Source: an optimization exercise on an open RTL-to-GDS flow (aim: small area, a short achievable clock period and few clock cycles). Production flows keep margins and buffers that such runs may drop.
Function was checked by simulation only, so behaviour that the tests miss may differ from the original.
Power figures rest on the tool's default switching activity, not on a simulated workload.

`design/flow/run.sh`:
```
#!/bin/bash
# synth_recipe.tcl (not shown) runs the flow's synth.tcl, then flattens the netlist and writes it again
# the make line also repeats each setting of config.mk as NAME=value (left out here)
make -C /OpenROAD-flow-scripts/flow DESIGN_CONFIG=/design/flow/config.mk WORK_HOME=/design/flow/orfs CLKGATE_MAP_FILE= SYNTH_SCRIPT=/design/flow/synth_recipe.tcl finish
```
`design/flow/config.mk`:
```
export PLATFORM = sky130hd
export DESIGN_NAME = lce
export DESIGN_NICKNAME = lce
export VERILOG_FILES = /design/flow/design.v
export SDC_FILE = /design/flow/constraint.sdc
export NUM_CORES = 4
export LEC_CHECK = 0
export CAP_MARGIN = 20
export CORE_MARGIN = 2
export CORE_UTILIZATION = 40
export SLEW_MARGIN = 20
```
`design/flow/constraint.sdc`:
```
create_clock -name core_clock -period 10.0 [get_ports {clk}]
set_input_delay 2.0000 -clock core_clock [delete_from_list [all_inputs] [get_ports {clk}]]
set_output_delay 2.0000 -clock core_clock [all_outputs]
set_load 0.01 [all_outputs]
```
`design/flow/design.v`:
```
module lce #(
    parameter MAX_LEN = 64,
    parameter IDXW    = 8             
) (
    input  wire                    clk,
    input  wire                    rst,         
    input  wire                    in_valid,
    input  wire                    in_kind,     
    input  wire [15:0]             in_data,     
    output wire                    in_ready,
    output wire [7:0]              status,
    output wire [15:0]             flags,
    output wire [IDXW-1:0]         nbits,
    output wire [IDXW-1:0]         nsig,
    output wire [IDXW-1:0]         pal_start,
    output wire [IDXW-1:0]         pal_len,
    output wire [IDXW-1:0]         zr_start,
    output wire [IDXW-1:0]         zr_count,
    output wire [MAX_LEN-1:0]      bits_buf,
    output wire [4*MAX_LEN-1:0]    sig_buf
);
    localparam [1:0] ERR_INVSEL = 2'd1, ERR_CAP = 2'd2, ERR_PRECOND = 2'd3;
    reg [6:0]   nb_q;           
    reg [7:0]   ns_q;           
    reg [63:0]  q_q;            
    reg         par_q;          
    reg [255:0] sig_q;
    reg         fault_q;
    reg [1:0]   err_q;
    reg [2:0]   sch_q;
    reg [1:0]   scr_q;
    reg         dbl_q, palv_q, zrv_q;
    reg [5:0]   zrs_q;
    reg [6:0]   zrc_q;
    reg [63:0]  p_q;            
    reg [6:0]   best_q;         
    reg [5:0]   pst_q;          
    reg [6:0]   d_q;            
    reg [6:0]   run_q;          
    reg [5:0]   rs_q;           
    reg [6:0]   bl_q;           
    reg [5:0]   bs_q;           
    reg         s8_q;           
    reg [2:0]   g8l_q;          
    reg [5:0]   g8s_q;
    reg         s4_q;           
    reg         oc_q;           
    reg         b0_q;           
    reg [1:0]   g4l_q;          
    reg [5:0]   g4s_q;
    reg [63:0]  pi8_q;          
    reg [63:0]  pi4_q;          
    reg [63:0]  b4_q;           
    reg         tbok_q;         
    reg         tsok_q;         
    reg         traw_q;
    reg         busy_q;
    reg [1:0]   pend_q;         
    reg [6:0]   idx_q;
    wire [63:0] b = q_q ^ {q_q[62:0], 1'b0};      
    assign in_ready  = ~busy_q;
    assign status    = {4'b0, err_q, fault_q, busy_q};
    assign flags     = {8'b0, zrv_q, palv_q, dbl_q, scr_q, sch_q};
    assign nbits     = {1'b0, nb_q};
    assign nsig      = ns_q;
    assign pal_start = {2'b0, pst_q};
    assign pal_len   = {1'b0, best_q};
    assign zr_start  = {2'b0, zrs_q};
    assign zr_count  = {1'b0, zrc_q};
    assign bits_buf  = b;
    assign sig_buf   = sig_q;
    wire [3:0] grp = in_data[15:12];
    wire [3:0] sel = in_data[11:8];
    wire       imm_zero = (in_data[7:0] == 8'd0);
    wire is_nop   = imm_zero && grp == 4'd0 && sel == 4'd0;
    wire is_clrb  = imm_zero && grp == 4'd0 && sel == 4'd1;
    wire is_enc   = imm_zero && grp == 4'd2 && sel <= 4'd4;
    wire is_snone = imm_zero && grp == 4'd3 && sel == 4'd0;
    wire is_scr   = imm_zero && grp == 4'd3 && (sel == 4'd1 || sel == 4'd2);
    wire is_apal  = imm_zero && grp == 4'd4 && sel == 4'd0;
    wire is_azrun = imm_zero && grp == 4'd4 && sel == 4'd1;
    wire cmd_valid = is_nop | is_clrb | is_enc | is_snone | is_scr | is_apal | is_azrun;
    wire scr_ok    = (sch_q == 3'd4) && (scr_q == 2'd0);
    wire acc      = in_valid & ~busy_q & ~fault_q;
    wire acc_push = acc & in_kind;
    wire acc_cmd  = acc & ~in_kind;
    wire push     = acc_push & ~nb_q[6];
    wire c        = in_data[0];
    wire f_cap    = acc_push & nb_q[6];
    wire f_inv    = acc_cmd & ~cmd_valid;
    wire f_pre    = acc_cmd & is_scr & ~scr_ok;
    wire do_clrb  = acc_cmd & is_clrb;
    wire do_enc   = acc_cmd & is_enc;
    wire do_apal  = acc_cmd & is_apal;
    wire scr_go   = acc_cmd & is_scr & scr_ok;
    wire az_go    = acc_cmd & is_azrun;
    wire need_trk = ~tsok_q & (scr_go | (az_go & sch_q == 3'd4));
    wire trk_done = busy_q & (idx_q == ns_q[6:0]);
    wire do_s8    = (scr_go & ~need_trk & ~sel[1]) | (trk_done & pend_q == 2'd1);
    wire do_s4    = (scr_go & ~need_trk &  sel[1]) | (trk_done & pend_q == 2'd2);
    wire do_az    = (az_go  & ~need_trk)           | (trk_done & pend_q == 2'd0);
    wire [5:0] tpos = busy_q ? idx_q[5:0] : nb_q[5:0];
    wire       tstep = push | (busy_q & ~trk_done);
    wire [63:0] sz;
    genvar k;
    generate for (k = 0; k < 64; k = k + 1) begin : g_sz
        assign sz[k] = sig_q[2*k];
    end endgenerate
    wire       tz = busy_q ? ~sz[idx_q[5:0]] : ~c;
    wire [63:0] tge, toh;                       
    generate for (k = 0; k < 64; k = k + 1) begin : g_dec
        assign tge[k] = (k >= tpos);
        assign toh[k] = (k == tpos);
    end endgenerate
    wire [64:0] pe = {1'b1, p_q};
    wire [63:0] newp;
    generate for (k = 0; k < 64; k = k + 1) begin : g_pal
        assign newp[k] = pe[k+1] & (tge[k] | ~(b[k] ^ c));
    end endgenerate
    wire [5:0] d6   = d_q[5:0];
    wire [5:0] d6m  = d6 - 6'd1;
    wire cand1 = (d_q[5:0] == nb_q[5:0]) | (pe[d6 + 7'd1] & ~(b[d6] ^ c));
    wire cand2 = (d6 != 6'd0) & pe[d6] & ~(b[d6m] ^ c);
    wire [6:0] run1   = run_q + 7'd1;
    wire       trig8  = tz & (run_q[2:0] == 3'd7);
    wire       trig4  = tz & (run_q[1:0] == 2'd3);
    wire [5:0] rs_n   = (run_q == 7'd0) ? tpos : rs_q;
    function [8:0] ev8;              
        input [5:0] s;
        input [6:0] r;
        if (r[6:3] == 4'd0)        ev8 = {r[2:0], s};
        else if (r[2:0] > 3'd5)    ev8 = {r[2:0], s + {r[5:3], 3'b000}};
        else                       ev8 = {3'd5, s};
    endfunction
    function [7:0] ev4;              
        input [5:0] s;
        input [6:0] r;
        input       b0;
        if (r[6:2] == 5'd0)        ev4 = {r[1:0], s};
        else if (!b0)              ev4 = {2'd3, s};
        else if (r[1:0] == 2'd3)   ev4 = {2'd3, s + {r[5:2], 2'b00}};
        else                       ev4 = {2'd2, s + 6'd1};
    endfunction
    wire [8:0] e8 = ev8(rs_q, run_q);
    wire [7:0] e4 = ev4(rs_q, run_q, b0_q);
    wire       e8w = e8[8:6] > g8l_q;
    wire       e4w = e4[7:6] > g4l_q;
    wire [64:0] pi8m = {pi8_q, 1'b0};           
    wire [64:0] pi4m = {pi4_q, 1'b0};
    wire [63:0] v8, v4, bb8;
    generate for (k = 0; k < 64; k = k + 1) begin : g_v
        assign v8[k] = pi8_q[k] ^ pi8m[k];
        assign v4[k] = pi4_q[k] ^ pi4m[k];
    end endgenerate
    assign bb8 = {2'b00, v8[63:2]};
    wire [2:0] esch = sel[2:0];
    wire       e_b  = (esch == 3'd0);           
    wire       e_db = (esch == 3'd2) | (esch == 3'd3);
    wire       e_mb = (esch == 3'd2);           
    wire       e_am = (esch == 3'd4);
    wire [255:0] encv;
    generate for (k = 0; k < 128; k = k + 1) begin : g_enc
        wire xd = (k[0] ? 1'b0 : 1'b1) ^ (e_mb ? b[k/2] : q_q[k/2]);
        if (k < 64) begin : g_lo
            wire xs = e_b ? b[k] : q_q[k];
            wire x  = e_db ? xd : xs;
            wire nz = ~e_am | b[k];
            assign encv[2*k +: 2] = {~x & nz, nz};
        end else begin : g_hi
            assign encv[2*k +: 2] = {~xd, 1'b1};
        end
    end endgenerate
    integer i;
    always @(posedge clk) begin
        if (rst) begin
            nb_q    <= 7'd0;
            ns_q    <= 8'd0;
            par_q   <= 1'b0;
            fault_q <= 1'b0;
            err_q   <= 2'd0;
            sch_q   <= 3'd7;
            scr_q   <= 2'd0;
            dbl_q   <= 1'b0;
            palv_q  <= 1'b0;
            zrv_q   <= 1'b0;
            zrs_q   <= 6'd0;
            zrc_q   <= 7'd0;
            p_q     <= {64{1'b1}};
            best_q  <= 7'd0;
            pst_q   <= 6'd0;
            d_q     <= 7'd0;
            run_q   <= 7'd0;
            rs_q    <= 6'd0;
            bl_q    <= 7'd0;
            bs_q    <= 6'd0;
            s8_q    <= 1'b0;
            g8l_q   <= 3'd0;
            g8s_q   <= 6'd0;
            s4_q    <= 1'b0;
            oc_q    <= 1'b0;
            b0_q    <= 1'b0;
            g4l_q   <= 2'd0;
            g4s_q   <= 6'd0;
            tbok_q  <= 1'b1;
            tsok_q  <= 1'b0;
            traw_q  <= 1'b0;
            busy_q  <= 1'b0;
            pend_q  <= 2'd0;
            idx_q   <= 7'd0;
        end else begin
            if (f_cap) begin
                fault_q <= 1'b1;
                err_q   <= ERR_CAP;
            end
            if (f_inv) begin
                fault_q <= 1'b1;
                err_q   <= ERR_INVSEL;
            end
            if (f_pre) begin
                fault_q <= 1'b1;
                err_q   <= ERR_PRECOND;
            end
            if (push) begin
                for (i = 0; i < 64; i = i + 1)
                    if (toh[i]) q_q[i] <= par_q ^ c;
                par_q  <= par_q ^ c;
                nb_q   <= nb_q + 7'd1;
                palv_q <= 1'b0;
                tsok_q <= 1'b0;
                p_q    <= newp;
                if (cand2) begin
                    best_q <= best_q + 7'd2;
                    pst_q  <= d6m;
                    d_q    <= d_q - 7'd1;
                end else if (cand1) begin
                    best_q <= best_q + 7'd1;
                    pst_q  <= d6;
                end else begin
                    d_q    <= d_q + 7'd1;
                end
            end
            if (tstep) begin
                if (tz) begin
                    run_q <= run1;
                    rs_q  <= rs_n;
                    if (run1 > bl_q) begin
                        bl_q <= run1;
                        bs_q <= rs_n;
                    end
                    if (run_q == 7'd0)
                        b0_q <= ~oc_q;
                    if (trig4)
                        oc_q <= 1'b0;
                end else begin
                    run_q <= 7'd0;
                    oc_q  <= ~oc_q;
                    if (e8w) begin
                        g8l_q <= e8[8:6];
                        g8s_q <= e8[5:0];
                    end
                    if (e4w) begin
                        g4l_q <= e4[7:6];
                        g4s_q <= e4[5:0];
                    end
                end
                s8_q <= s8_q ^ trig8;
                s4_q <= s4_q ^ trig4;
                for (i = 0; i < 64; i = i + 1) begin
                    if (tge[i]) begin
                        pi8_q[i] <= s8_q ^ trig8;
                        pi4_q[i] <= s4_q ^ trig4;
                    end
                    if (toh[i])
                        b4_q[i] <= 1'b0;
                    if (i + 3 < 64)
                        if (trig4 && !oc_q && toh[i+3])
                            b4_q[i] <= 1'b1;
                end
            end
            if (do_clrb) begin
                nb_q   <= 7'd0;
                par_q  <= 1'b0;
                palv_q <= 1'b0;
                p_q    <= {64{1'b1}};
                best_q <= 7'd0;
                pst_q  <= 6'd0;
                d_q    <= 7'd0;
            end
            if (do_clrb || need_trk) begin
                run_q  <= 7'd0;
                rs_q   <= 6'd0;
                bl_q   <= 7'd0;
                bs_q   <= 6'd0;
                s8_q   <= 1'b0;
                g8l_q  <= 3'd0;
                g8s_q  <= 6'd0;
                s4_q   <= 1'b0;
                oc_q   <= 1'b0;
                b0_q   <= 1'b0;
                g4l_q  <= 2'd0;
                g4s_q  <= 6'd0;
                tbok_q <= do_clrb;
                tsok_q <= 1'b0;
            end
            if (need_trk) begin
                busy_q <= 1'b1;
                idx_q  <= 7'd0;
                pend_q <= az_go ? 2'd0 : {sel[1], sel[0]};
            end
            if (busy_q && !trk_done)
                idx_q <= idx_q + 7'd1;
            if (trk_done) begin
                busy_q <= 1'b0;
                tsok_q <= 1'b1;
                traw_q <= 1'b1;
            end
            if (do_apal)
                palv_q <= 1'b1;
            if (do_enc) begin
                sig_q  <= encv;
                ns_q   <= e_db ? {nb_q, 1'b0} : {1'b0, nb_q};
                sch_q  <= esch;
                scr_q  <= 2'd0;
                dbl_q  <= e_db;
                zrv_q  <= 1'b0;
                tsok_q <= tbok_q;
                traw_q <= 1'b0;
            end
            if (do_s8 || do_s4) begin
                for (i = 0; i < 64; i = i + 1) begin
                    if (do_s8 && (v8[i] || bb8[i]))
                        sig_q[2*i +: 2] <= (v8[i] ? pi8m[i] : ~pi8_q[i+1 < 64 ? i+1 : 63]) ? 2'b01 : 2'b11;
                    if (do_s4 && (v4[i] || b4_q[i]))
                        sig_q[2*i +: 2] <= (v4[i] ? ~pi4m[i] : ~pi4_q[i]) ? 2'b01 : 2'b11;
                end
                scr_q  <= do_s8 ? 2'd1 : 2'd2;
                zrv_q  <= 1'b0;
                traw_q <= 1'b0;
            end
            if (do_az) begin
                zrv_q <= 1'b1;
                if (sch_q != 3'd4) begin
                    zrs_q <= 6'd0;
                    zrc_q <= 7'd0;
                end else if (traw_q || scr_q == 2'd0) begin
                    zrs_q <= bs_q;
                    zrc_q <= bl_q;
                end else if (scr_q == 2'd1) begin
                    zrs_q <= e8w ? e8[5:0] : g8s_q;
                    zrc_q <= {4'd0, e8w ? e8[8:6] : g8l_q};
                end else begin
                    zrs_q <= e4w ? e4[5:0] : g4s_q;
                    zrc_q <= {5'd0, e4w ? e4[7:6] : g4l_q};
                end
            end
        end
    end
endmodule
```
==> summary.txt <==
Std-Cell Rows = 117
Seq cells post-synth = 627
Worst slew margin = 19.9%
Peak supply drop = 0.109 mV
Most frequent cells in the layout = 508 x nor2_1, 445 x edfxtp_1, 439 x nand2_1, 354 x a21oi_1, 324 x clkdlybuf4s50_1
CTS root buf = clkbuf_16
Fill count = 9810
Routed Antenna Nets = 0
Synth area leader = edfxtp_1
Clock Tree Buf Depth = 3
Clock Skews = 0.0311 ns
CTS tree = built
Post-synth EDFFs = 445
H-tree Lvls = 3
Area grow syn2layout = 16.1%
RSZ-0062 raised after global routing = no
Number of global-route vias before repair = 34699
DR vias = 37441
Top cell type's share of synthesized area = 32.5%
Mean Syn Cell Area = 8.91 um^2
Residual DRC count = 0
Post-synthesis cell area = 0.0411 mm^2
Setup crit end kind = flip-flop
WP data required = 10.39 ns
Hold Vio Cnt, Final = 0
# port buffers = 329
GR Util All Layers = 31.3%
Slew Limit Fails = 0
Setup Viol. Count Final = 0
NumNets Final = 4929
Total die area = 0.105 mm^2
1st-pass router iterations = 9
Seq/Total Area, Yosys = 41.4%
Starting Density = 40.4%
WHS = 0.450 ns
DP HPWL = 124000 um
Die height = 325 um
Post-CTS Setup Inserts = 0
Die W = 325 um
Synthesized instance count = 4617
Critical Setup Path Class = primary input to flip-flop
Dominant cells by area after synthesis = edfxtp_1 32%, dfxtp_1 8.9%, ha_1 4.8%, nor2_1 4.7%, a21oi_1 4.3%
PostCTS Resize Cnt = 0
Critical Path Start Type = primary input
Min-delay worst type = flip-flop to flip-flop
Max-Cap Viols = 0
Post-synth ARST share = 0%
Clk slew on worst S/H paths = 0.06 ns
GPL Wtd Cong = 0.989
Pleak = 17.5 nW
Latest clock arrival within the worst-skew pair = 0.66 ns
Worst-Margin Slew = 1.19 ns
Clock Sinks = 627
Routed WL per cell = 27.7 um
Core area = 0.102 mm^2
Vias per inst = 6.05
Hold Buf Count CTS = 0
Commonest non-fill, non-tap cell in the layout = nor2_1
Largest net degree at the start of global routing = 117
Count of cell types in the netlist = 82
Synthesis Warnings = 1
I/O pin count = 413
Status = timing/DRC/antenna clean
Share of cells above drive strength 1 = 7.01%
Final min period = 5.83 ns
WP data arrival = 6.22 ns
Final wirelength = 171000 um
Setup_tns = 0 ns
First-pass GRT wire length = 244000 um
TritonCTS buffer count = 76
Initial DRC count = 4991
FMAX = 0.172 GHz
Synth Flop Type = edfxtp_1
CP Max Fanout = 116
Fin crit share = 58.3%
Pwr Density = 135 mW/mm^2
Initial antenna violation count = 9
GRT overflow = 0
final cells by class:
class | count | area (um^2) | area share, %
repair buffers | 419 | 3960 | 8.30
well taps | 1368 | 1710 | 3.59
flip-flops and latches | 627 | 17000 | 35.6
multi-input cells | 3353 | 21500 | 45.1
clock buffers | 98 | 2100 | 4.40
inverters | 270 | 1020 | 2.13
clock inverters | 43 | 400 | 0.839
diodes | 7 | 17.5 | 0.0367
logic make-up after synthesis:
family	after synthesis	synth area share, %
buffers and inverters	718	7.52
adder cells (fa/ha/maj)	193	5.74
flip-flops	627	41.4
XOR/XNOR	355	7.56
AO/OA/AOI/OAI	1043	15.5
other	2	0.0183
AND/OR/NAND/NOR	1473	15.7
multiplexers	206	6.58
critical path, cell delays in order:
cell and delay [ns]:
clkdlybuf4s50_1 0.39, nor3_1 0.61, and4b_1 0.37, nand2_1 0.09, or3b_2 0.50, nor3_2 0.24
buf_12 0.35, o21ai_0 0.60, o21ai_0 0.34, o211ai_1 0.15, a21oi_1 0.17, nor2_1 0.06
cells in the mapped netlist, types with 98 or more instances:
cell        n
dfxtp_1   182
nand2_1   442
nand3_1   233
ha_1      159
mux2i_1   141
inv_1     266
edfxtp_1  445
buf_4      98
o21ai_0   311
xor2_1    170
nor2_1    513
xnor2_1   185
clkbuf_1  266
a21oi_1   355
state kept, by name, indices dropped and copies added (netlist names), 8 cells and up:
| register | flops |
|---|---|
| b4_q | 61 |
| pi4_q | 64 |
| sig_q | 192 |
| p_q | 63 |
| q_q | 64 |
| pi8_q | 64 |
| ns_q | 8 |
worst paths after layout:
check | endpoint | from | cells after the start | slack [ns]
setup / recovery | sig_q[125] | in_data[1] | 12 | 4.17
hold / removal | zrc_q[3] | zrc_q[3] | 2 | 0.45
setup reg to reg | b4_q[16] | idx_q[0] | 10 | 4.21
hold reg to reg | zrc_q[3] | zrc_q[3] | 2 | 0.45
per-layer routing:
| layer | share of wire [%] | vias to the layer above | GRT usage, % |
|---|---|---|---|
| li1 | - | 16444 | - |
| met1 | 38 | 18017 | 38.8 |
| met2 | 45 | 2379 | 48.7 |
| met3 | 9.6 | 589 | 6.95 |
| met4 | 7.8 | 12 | 21.0 |
| met5 | 0.050 | - | 0 |
where the power goes:
part / switching (mW) / internal, mW
clock: 1.20 / 1.65
combinational: 0.413 / 0.236
sequential: 0.0870 / 2.85
total: 1.70 / 4.74
through the flow:
| step | utilization [%] | worst slack [ns] | cell area, um^2 | cells | power [mW] |
|---|---|---|---|---|---|
| final | 46.8 | 4.17 | 47700 | 6185 | 6.44 |
| after global routing | 46.8 | 3.77 | 47700 | 6178 | 6.61 |
| after CTS | 46.8 | 4.37 | 47700 | 6178 | 6.45 |
| after detailed placement | 44.4 | 3.71 | 45200 | 6037 | 3.63 |
| after global placement | 44.4 | 3.80 | 45200 | 6037 | 3.62 |
| after floorplan | - | 0.216 | 41400 | 4698 | 3.40 |
Testbench counts, summed over its fixed seeds: cycles 16,628.

[port drivers added, routing unchanged]
The results above use ideal ports. As a check the final layout listed here was re-extracted and re-timed, cells and wires unchanged. Step 1, drivers: a clkbuf_16 drives clk and a buf_2 each remaining input, both assumed. Step 2 adds t to the input delays and takes it off the output delays; t is the mean of the earliest and latest rising clock arrival at the registers after step 1. Input paths then give back, and output paths get back, about the clock's delay inside the block. a / b / c = ideal / step 1 / step 2; a / b = the first two.
shift t [ns]: 0.724
setup WS [ns]: 4.173 / 4.214 / 3.503
worst register clock-pin slew, ns: 0.07 / 0.07
cell pins on the clock port's net: 1
After both steps this run still meets setup and hold. For this run, drivers alone change the setup slack by +0.041 ns; drivers and shift together by -0.670 ns.
